This is an optimization exercise on Yosys and OpenROAD, whose aim is small area, a short achievable clock period and few clock cycles per item, not a production implementation.

== alpha ==
==> module mix_div3, before the edit <==
module mix_div3 (
    input  wire [23:0] m,
    output wire [22:0] q,
    output wire [1:0]  r
);
    wire [1:0] rem [0:24];
    assign rem[24] = 2'd0;
    genvar i;
    generate for (i = 23; i >= 0; i = i - 1) begin : g
        wire [2:0] t = {rem[i+1], 1'b0} + {2'b00, m[i]};
        wire       qb = (t >= 3'd3);
        assign rem[i] = qb ? t[1:0] - 2'd3 : t[1:0];
        if (i < 23) begin : gq
            assign q[i] = qb;
        end
    end endgenerate
    assign r = rem[0];
endmodule
export LEC_CHECK = 0
export CAP_MARGIN = 20
export CORE_MARGIN = 2
export CORE_UTILIZATION = 40
export SLEW_MARGIN = 20
create_clock -name core_clock -period 14.0 [get_ports {clk}]
run.sh (not shown) runs the stock make flow with config.mk's settings and CLKGATE_MAP_FILE= SYNTH_SCRIPT=/design/flow/synth_recipe.tcl, a recipe that flattens the netlist after the stock synthesis.
| alpha | all stages done | FAIL | negative setup slack |
Inputs modified between alpha and beta:
-- flow/design.v --
<<< alpha, line 77
    output wire [1:0]  r
);
    wire [1:0] rem [0:24];
    assign rem[24] = 2'd0;
    genvar i;
    generate for (i = 23; i >= 0; i = i - 1) begin : g
        wire [2:0] t = {rem[i+1], 1'b0} + {2'b00, m[i]};
        wire       qb = (t >= 3'd3);
        assign rem[i] = qb ? t[1:0] - 2'd3 : t[1:0];
        if (i < 23) begin : gq
            assign q[i] = qb;
        end
    end endgenerate
    assign r = rem[0];
endmodule
module chord_mixer (
>>> beta, line 77
    output wire [1:0]  r
);
    function [1:0] add3;                
        input [1:0] a, b;
        reg   [2:0] t;
        begin
            t = a + b;
            add3 = (t >= 3'd3) ? t - 3'd3 : t[1:0];
        end
    endfunction
    wire [1:0] s [0:4][0:11];
    genvar t, k;
    generate
        for (t = 0; t < 12; t = t + 1) begin : gp
            wire [1:0] p = m[2*t+1:2*t];
            assign s[0][t] = (p == 2'd3) ? 2'd0 : p;
        end
        for (k = 0; k < 4; k = k + 1) begin : gl
            for (t = 0; t < 12; t = t + 1) begin : gt
                localparam integer P = 11 - t;
                localparam integer Q = ((P >> k) << k) - 1;
                if ((P >> k) & 1)
                    assign s[k+1][t] = add3(s[k][11 - Q], s[k][t]);
                else
                    assign s[k+1][t] = s[k][t];
            end
        end
        for (t = 0; t < 12; t = t + 1) begin : gq
            wire [1:0] rin = (t == 11) ? 2'd0 : s[4][(t == 11) ? 11 : t + 1];
            wire [3:0] v   = {rin, m[2*t+1:2*t]};
            reg  [1:0] qd;
            always @(*) begin
                case (v)
                    4'd0, 4'd1, 4'd2:   qd = 2'd0;
                    4'd3, 4'd4, 4'd5:   qd = 2'd1;
                    4'd6, 4'd7, 4'd8:   qd = 2'd2;
                    default:            qd = 2'd3;
                endcase
            end
            if (t == 11) begin : gtop
                assign q[22] = qd[0];
            end else begin : glow
                assign q[2*t+1:2*t] = qd;
            end
        end
    endgenerate
    assign r = s[4][0];
endmodule
module chord_mixer (
Results
- beta | stages: all done | timing, DRC, antenna: all pass
- Finished, but not clean: alpha, with negative setup slack.
- Between beta and alpha, it is beta whose clock network area share is higher, by 0.42 points.
- Changes observed in beta relative to alpha: number of distinct library cells after synthesis saw a decrease; instance count on the critical path saw a decrease.
- Clock period minus worst slack: beta better than alpha
- Between beta and alpha, the sequential share of layout area is higher for beta.
No functional check of the RTL was part of any run of this note.

chord_mixer with an RTL version that a note above also has.
Size in the first run: roughly 140 I/O pins.
==> module mix_fdiv, before the edit <==
module mix_fdiv (
    input  wire [30:0] x,
    input  wire [1:0]  n,
    output wire [30:0] y
);
    wire [7:0]  ex = x[30:23];
    wire        nx = |ex;
    wire        e1 = (ex[7:1] == 7'd0);         
    wire [23:0] M  = {nx, x[22:0]};
    wire [22:0] h_man = M[23:1];
    wire        h_rup = M[0] & M[1];
    wire [30:0] h_sub = {8'd0, h_man} + {30'd0, h_rup};
    wire [30:0] h_res = e1 ? h_sub : {ex - 8'd1, x[22:0]};
    wire [1:0]  r;
    wire [22:0] q;
    mix_div3 u_d3 (.m(M), .q(q), .r(r));
    wire        f24 = r[1];             
    wire        f23 = r[0];             
    wire        f22 = r[1];
    wire        nz  = r[1] | r[0];
    wire        top = q[22];            
    wire [8:0]  f0  = top ? {1'b0, ex} - 9'd1 : {1'b0, ex} - 9'd2;
    wire        normal = ~f0[8] & (|f0[7:0]) & nx;
    wire [22:0] n_man = top ? {q[21:0], f24} : {q[20:0], f24, f23};
    wire        n_g   = top ? f23 : f22;
    wire        n_rup = n_g & (nz | n_man[0]);
    wire [30:0] n_res = {f0[7:0], n_man} + {30'd0, n_rup};
    wire        E1    = e1;             
    wire [22:0] s_man = E1 ? q : {q[21:0], f24};
    wire        s_g   = E1 ? f24 : f23;
    wire        s_rup = s_g & (nz | s_man[0]);
    wire [30:0] s_res = {8'd0, s_man} + {30'd0, s_rup};
    wire [30:0] t_res = normal ? n_res : s_res;
    assign y = (n == 2'd1 || (&ex)) ? x : (n == 2'd2) ? h_res : t_res;
endmodule
==> module mix_div3, before the edit <==
module mix_div3 (
    input  wire [23:0] m,
    output wire [22:0] q,
    output wire [1:0]  r
);
    function [1:0] add3;                
        input [1:0] a, b;
        reg   [2:0] t;
        begin
            t = a + b;
            add3 = (t >= 3'd3) ? t - 3'd3 : t[1:0];
        end
    endfunction
    wire [1:0] s [0:4][0:11];
    genvar t, k;
    generate
        for (t = 0; t < 12; t = t + 1) begin : gp
            wire [1:0] p = m[2*t+1:2*t];
            assign s[0][t] = (p == 2'd3) ? 2'd0 : p;
        end
        for (k = 0; k < 4; k = k + 1) begin : gl
            for (t = 0; t < 12; t = t + 1) begin : gt
                localparam integer P = 11 - t;
                localparam integer Q = ((P >> k) << k) - 1;
                if ((P >> k) & 1)
                    assign s[k+1][t] = add3(s[k][11 - Q], s[k][t]);
                else
                    assign s[k+1][t] = s[k][t];
            end
        end
        for (t = 0; t < 12; t = t + 1) begin : gq
            wire [1:0] rin = (t == 11) ? 2'd0 : s[4][(t == 11) ? 11 : t + 1];
            wire [3:0] v   = {rin, m[2*t+1:2*t]};
            reg  [1:0] qd;
            always @(*) begin
                case (v)
                    4'd0, 4'd1, 4'd2:   qd = 2'd0;
                    4'd3, 4'd4, 4'd5:   qd = 2'd1;
                    4'd6, 4'd7, 4'd8:   qd = 2'd2;
                    default:            qd = 2'd3;
                endcase
            end
            if (t == 11) begin : gtop
                assign q[22] = qd[0];
            end else begin : glow
                assign q[2*t+1:2*t] = qd;
            end
        end
    endgenerate
    assign r = s[4][0];
endmodule
make LEC_CHECK=0 ABC_AREA=1 CAP_MARGIN=20 CORE_MARGIN=2 CORE_UTILIZATION=40 SLEW_MARGIN=20 finish   # period 14.0 ns
The baseline completed without violations.
Next try:
--- a/flow/design.v
+++ b/flow/design.v
@@ -42,49 +42,49 @@
     output wire [30:0] y
 );
     wire [7:0]  ex = x[30:23];
     wire        nx = |ex;
     wire        e1 = (ex[7:1] == 7'd0);         
     wire [23:0] M  = {nx, x[22:0]};
-    wire [22:0] h_man = M[23:1];
-    wire        h_rup = M[0] & M[1];
-    wire [30:0] h_sub = {8'd0, h_man} + {30'd0, h_rup};
-    wire [30:0] h_res = e1 ? h_sub : {ex - 8'd1, x[22:0]};
+    wire [30:0] h_pre = e1 ? {8'd0, M[23:1]} : {ex - 8'd1, x[22:0]};
+    wire        h_rup = e1 & M[0] & M[1];
     wire [1:0]  r;
     wire [22:0] q;
     mix_div3 u_d3 (.m(M), .q(q), .r(r));
     wire        f24 = r[1];             
     wire        f23 = r[0];             
     wire        f22 = r[1];
     wire        nz  = r[1] | r[0];
     wire        top = q[22];            
-    wire [8:0]  f0  = top ? {1'b0, ex} - 9'd1 : {1'b0, ex} - 9'd2;
+    wire [8:0]  f0  = {1'b0, ex} - {7'd0, ~top, top};
     wire        normal = ~f0[8] & (|f0[7:0]) & nx;
     wire [22:0] n_man = top ? {q[21:0], f24} : {q[20:0], f24, f23};
     wire        n_g   = top ? f23 : f22;
-    wire        n_rup = n_g & (nz | n_man[0]);
-    wire [30:0] n_res = {f0[7:0], n_man} + {30'd0, n_rup};
-    wire        E1    = e1;             
-    wire [22:0] s_man = E1 ? q : {q[21:0], f24};
-    wire        s_g   = E1 ? f24 : f23;
-    wire        s_rup = s_g & (nz | s_man[0]);
-    wire [30:0] s_res = {8'd0, s_man} + {30'd0, s_rup};
-    wire [30:0] t_res = normal ? n_res : s_res;
-    assign y = (n == 2'd1 || (&ex)) ? x : (n == 2'd2) ? h_res : t_res;
+    wire [22:0] s_man = e1 ? q : {q[21:0], f24};
+    wire        s_g   = e1 ? f24 : f23;
+    wire [30:0] t_pre = normal ? {f0[7:0], n_man} : {8'd0, s_man};
+    wire        t_g   = normal ? n_g : s_g;
+    wire        t_rup = t_g & (nz | t_pre[0]);
+    wire        pass = n[0] & ~n[1] | (&ex);
+    wire [30:0] pre  = pass ? x : (n[1] & ~n[0]) ? h_pre : t_pre;
+    wire        rup  = ~pass & ((n[1] & ~n[0]) ? h_rup : t_rup);
+    assign y = pre + {30'd0, rup};
 endmodule
 module mix_div3 (
     input  wire [23:0] m,
     output wire [22:0] q,
     output wire [1:0]  r
 );
     function [1:0] add3;                
         input [1:0] a, b;
-        reg   [2:0] t;
         begin
-            t = a + b;
-            add3 = (t >= 3'd3) ? t - 3'd3 : t[1:0];
+            case ({a, b})
+                4'b0000, 4'b0110, 4'b1001: add3 = 2'd0;
+                4'b0001, 4'b0100, 4'b1010: add3 = 2'd1;
+                default:                   add3 = 2'd2;
+            endcase
         end
     endfunction
     wire [1:0] s [0:4][0:11];
     genvar t, k;
     generate
         for (t = 0; t < 12; t = t + 1) begin : gp
The new run finished with timing, DRC and antenna clean.
Worst setup slack improves by 0.96 ns.
Routed wire length decreases by 11%.
Core utilization rose by 0.43 points.
Area after synthesis went down by 5.0%.
Die area falls by 4.9%.
Final area drops by 4.6%.
Via count goes down by 7.1%.
Fmax goes up by 7.8%.
Critical path depth falls by 1.
Register-to-register slack gets worse by 0.45 ns.
Worst hold slack gets better by 0.020 ns.
Function was not checked in any run of this note: the RTL went through the layout flow alone.

-- afterwards: timing with drivers on the ports --
No port has a modelled driver above. Below, the same layouts with a new extraction and two added sets of constraints.
Step 1 (the two cells are an assumption about what drives the block):
set clk [get_ports {clk}]
set_driving_cell -lib_cell sky130_fd_sc_hd__clkbuf_16 $clk
set_driving_cell -lib_cell sky130_fd_sc_hd__buf_2 [delete_from_list [all_inputs] $clk]
Step 2 adds t to the input delays and takes it off the output delays; t is the mean of the earliest and latest rising clock arrival at the registers after step 1. Input paths then give back, and output paths get back, about the clock's delay inside the block.
Three values: ideal ports, drivers, drivers and shift; two values: the first two.
| run | shift t [ns] | setup slack, ns | hold slack, ns | worst slew at a driven data input, ns |
|---|---|---|---|---|
| alpha | 0.400 | -9.368 / -9.415 / -9.015 | 0.581 / 0.581 / 0.581 | 0.06 |
| beta | 0.398 | 0.468 / 0.421 / 0.818 | 0.583 / 0.583 / 0.583 | 0.09 |
| the first run of note 2 | 0.397 | 0.792 / 0.748 / 1.145 | 0.588 / 0.588 / 0.588 | 0.06 |
| the second run of note 2 | 0.398 | 1.752 / 1.775 / 1.377 | 0.608 / 0.608 / 0.608 | 0.06 |
The setup slack of the second run of note 2, which loses most, moves by +0.023 ns with the drivers and by -0.375 ns with both steps.
